Background: an optimization exercise with open tools, aiming at small area, a short achievable clock period and few clock cycles. Do not read the settings as production practice.
Function was checked by simulation only, so behaviour that the tests miss may differ from the original.
Power and IR drop assume default switching activity.

== v6 ==
Design tc_engine, start of the top module:
module tc_engine (
    input  wire        clk,
    input  wire        rst,           
    input  wire        cmd_valid,
    output reg         cmd_ready,
    input  wire [1:0]  cmd_op,        
    input  wire [47:0] cmd_data,      
    input  wire [15:0] cmd_cent,      
    input  wire        cmd_midf,      
    output reg         done,
    output reg  [2:0]  done_evt,      
    output reg  [2:0]  eng_state,
    output reg         mode,
    output wire [3:0]  err_code,
    output reg  [5:0]  sec,
    output reg  [5:0]  min,
    output reg  [4:0]  hr,
    output wire [31:0] days,
    output reg  [1:0]  page,
    output reg  [15:0] cent,
    output reg         midf,
    output reg         bank,
    output wire [1:0]  blink,
    output reg         lcd_on,
    output wire [47:0] disp0,         
    output wire [47:0] disp1
);
    localparam [1:0] OP_TICK = 2'd0, OP_COMMIT = 2'd1, OP_LAUNCH = 2'd2, OP_RESTORE = 2'd3;
    localparam [2:0] ST_IDLE = 3'd0, ST_COUNTING = 3'd2, ST_UNLOCKING = 3'd3,
                     ST_TERMINAL = 3'd4, ST_ERROR = 3'd5;
    localparam [3:0] PH_IDLE = 4'd0, PH_COMMIT = 4'd1, PH_RV = 4'd2, PH_R1 = 4'd3,
                     PH_RC = 4'd4, PH_R2 = 4'd5, PH_RADD = 4'd6, PH_DD = 4'd7,
                     PH_DAY = 4'd8, PH_CENT = 4'd9, PH_CFIN = 4'd10;
    localparam [23:0] CD_BLANK = 24'hFFFFFF, CD_ERR = 24'hEAAFF2, CD_NINES = 24'h999999;
    function [6:0] f60;
        input [6:0] i;
        begin
            f60[0] = (i[0]);
  ...
For scale: ~2300 cells after synthesis, about 15000 um2 of cells after synthesis.
==> flow/config.mk <==
export PLATFORM = sky130hd
export DESIGN_NAME = tc_engine
export DESIGN_NICKNAME = tc_engine
export VERILOG_FILES = /design/flow/design.v
export SDC_FILE = /design/flow/constraint.sdc
export NUM_CORES = 4
export LEC_CHECK = 0
export CAP_MARGIN = 20
export CORE_MARGIN = 2
export CORE_UTILIZATION = 40
export CTS_BUF_LIST = sky130_fd_sc_hd__clkbuf_4 sky130_fd_sc_hd__clkbuf_8
export SETUP_SLACK_MARGIN = 2
export SLEW_MARGIN = 20
==> flow/constraint.sdc <==
create_clock -name core_clock -period 60.0 [get_ports {clk}]
set_input_delay 12.0000 -clock core_clock [delete_from_list [all_inputs] [get_ports {clk}]]
set_output_delay 12.0000 -clock core_clock [all_outputs]
set_load 0.01 [all_outputs]
standard.sh (not shown) runs the stock make flow with config.mk's settings and CLKGATE_MAP_FILE= SYNTH_SCRIPT=/design/flow/synth_recipe.tcl, a recipe that flattens the netlist after the stock synthesis.
==> flow/flow/run.sh <==
#!/bin/bash
# Layout flow: the standard synthesis (standard.sh synth); then ABC maps the
# combinational logic of that netlist again, for area, with every register cell
# kept as it is (same cells, same instance names); then the standard layout
# (standard.sh) on that netlist, with sky130 buf_1 cells as the port buffers.
# Each tool's output goes to a log file of its own in this folder.
set -euo pipefail
R=orfs/results/${FLOW_PLATFORM}/tc_engine/base
LIB=${FLOW_HOME}/platforms/${FLOW_PLATFORM}/lib/sky130_fd_sc_hd__tt_025C_1v80.lib
YOSYS=${FLOW_HOME}/../tools/install/yosys/bin/yosys
export BUFFER_PORTS_ARGS="-buffer_cell sky130_fd_sc_hd__buf_1"

bash standard.sh synth > standard_synth.log 2>&1

cp "$R/1_2_yosys.v" standard_1_2_yosys.v
sed -e "s#LIB#$LIB#g" -e "s#NETLIST#standard_1_2_yosys.v#" -e "s#TOP#$FLOW_TOP#g" \
    -e "s#OUT#$R/1_2_yosys.v#" flow/resynth.ys > resynth_run.ys
"$YOSYS" -s resynth_run.ys > resynth.log 2>&1
rm -f "$R/1_synth.odb" "$R/1_synth.sdc"

bash standard.sh > standard_layout.log 2>&1
==> flow/flow/resynth.ys <==
read_liberty -ignore_miss_func LIB
read_verilog NETLIST
hierarchy -top TOP
setattr -mod -set blackbox 1 sky130_fd_sc_hd__*df*
flatten
opt -purge
abc -liberty LIB -script "+strash;&get,-n;&fraig,-x;&put;scorr;dc2;dretime;strash;&get,-n;&dch,-f;&nf,-R,1000;&put;" -dont_use sky130_fd_sc_hd__lpflow_* -dont_use sky130_fd_sc_hd__probe*
splitnets
opt_clean -purge
hilomap -singleton -hicell sky130_fd_sc_hd__conb_1 HI -locell sky130_fd_sc_hd__conb_1 LO
insbuf -buf sky130_fd_sc_hd__buf_4 A X
rename -hide w:*.*
rename -enumerate
select -module TOP
write_verilog -noattr -nohex -nodec -selected OUT
v6: done, clean on timing, DRC and antenna
Testbench counts of v6, summed over its fixed seeds: cycles 27,322.
Input-level comparison between v7 and v6:
--- a/flow/design.v
+++ b/flow/design.v
@@ -458,14 +458,14 @@
                 2'd2: b_op = mrom({leap, mt[0], mo});
                 2'd1: b_op = {13'd0, dt[1:0], dt[1:0], 3'b000};
                 default: b_op = {14'd0, dn, 2'b00};
             endcase
         end
         PH_R2: begin
-            a_op = {dys[17:0], 2'b00};
-            b_op = crom((cnt[1:0] == 2'd2) ? cent[5:4] : (cnt[1:0] == 2'd1) ? cent[3:2] : cent[1:0]);
+            a_op = {dys[18:0], 1'b0};
+            b_op = cent[cnt[2:0]] ? 20'd36525 : 20'd0;
         end
         default: begin  
             b_op = {4'd0, dic};
         end
         endcase
         sum = radd(a_op, b_op, c_in);
@@ -579,13 +579,13 @@
         end
         PH_RC: begin
             n_dys = sum;
             n_cnt = cnt - 4'd1;
             if (cnt == 4'd0) begin
                 n_dic = sum[17:2]; n_dys = 20'd0;
-                n_ph = PH_R2; n_cnt = 4'd2;
+                n_ph = PH_R2; n_cnt = 4'd4;
             end
         end
         PH_R2: begin
             n_dys = sum;
             n_cnt = cnt - 4'd1;
             if (cnt == 4'd0) n_ph = PH_RADD;
==> comparison <==
v6: all stages complete, timing, DRC and antenna checks passed
Per the final summary, v7 finished and its layout is clean on timing, DRC and antenna.
v7 against v6: worst-case setup margin in the final layout now sits higher; sequential cell area share shows a reduction of 0.22 points; time the final worst path needs with I/O delays and setup went down; share of power burned in the clock network now smaller; hold slack saw a decrease.
v7 consumes less power than v6 does.
Testbench counts of v7, summed over its fixed seeds: cycles 27,498.

[re-timing with driven ports]
How much do the figures lean on ideal ports? The routed layouts below were timed once more, with nothing changed but the port constraints.
Step 1 assumes that a clkbuf_16 drives the clock port and a buf_2 every other input.
Step 2 adds t to the input delays and takes it off the output delays; t is the mean of the earliest and latest rising clock arrival at the registers after step 1. Input paths then give back, and output paths get back, about the clock's delay inside the block.
a / b / c = ideal / step 1 / step 2; a / b = the first two.
run	shift t [ns]	setup slack, ns	hold WS [ns]	worst slew at a driven data input, ns
v6	0.574	45.178 / 45.120 / 44.745	0.457 / 0.457 / 0.457	0.08
v7	0.558	45.368 / 45.314 / 45.289	0.443 / 0.443 / 0.443	0.06
After both steps setup and hold are still met in every run listed. The setup slack of v6, which loses most, moves by -0.058 ns with the drivers and by -0.433 ns with both steps.
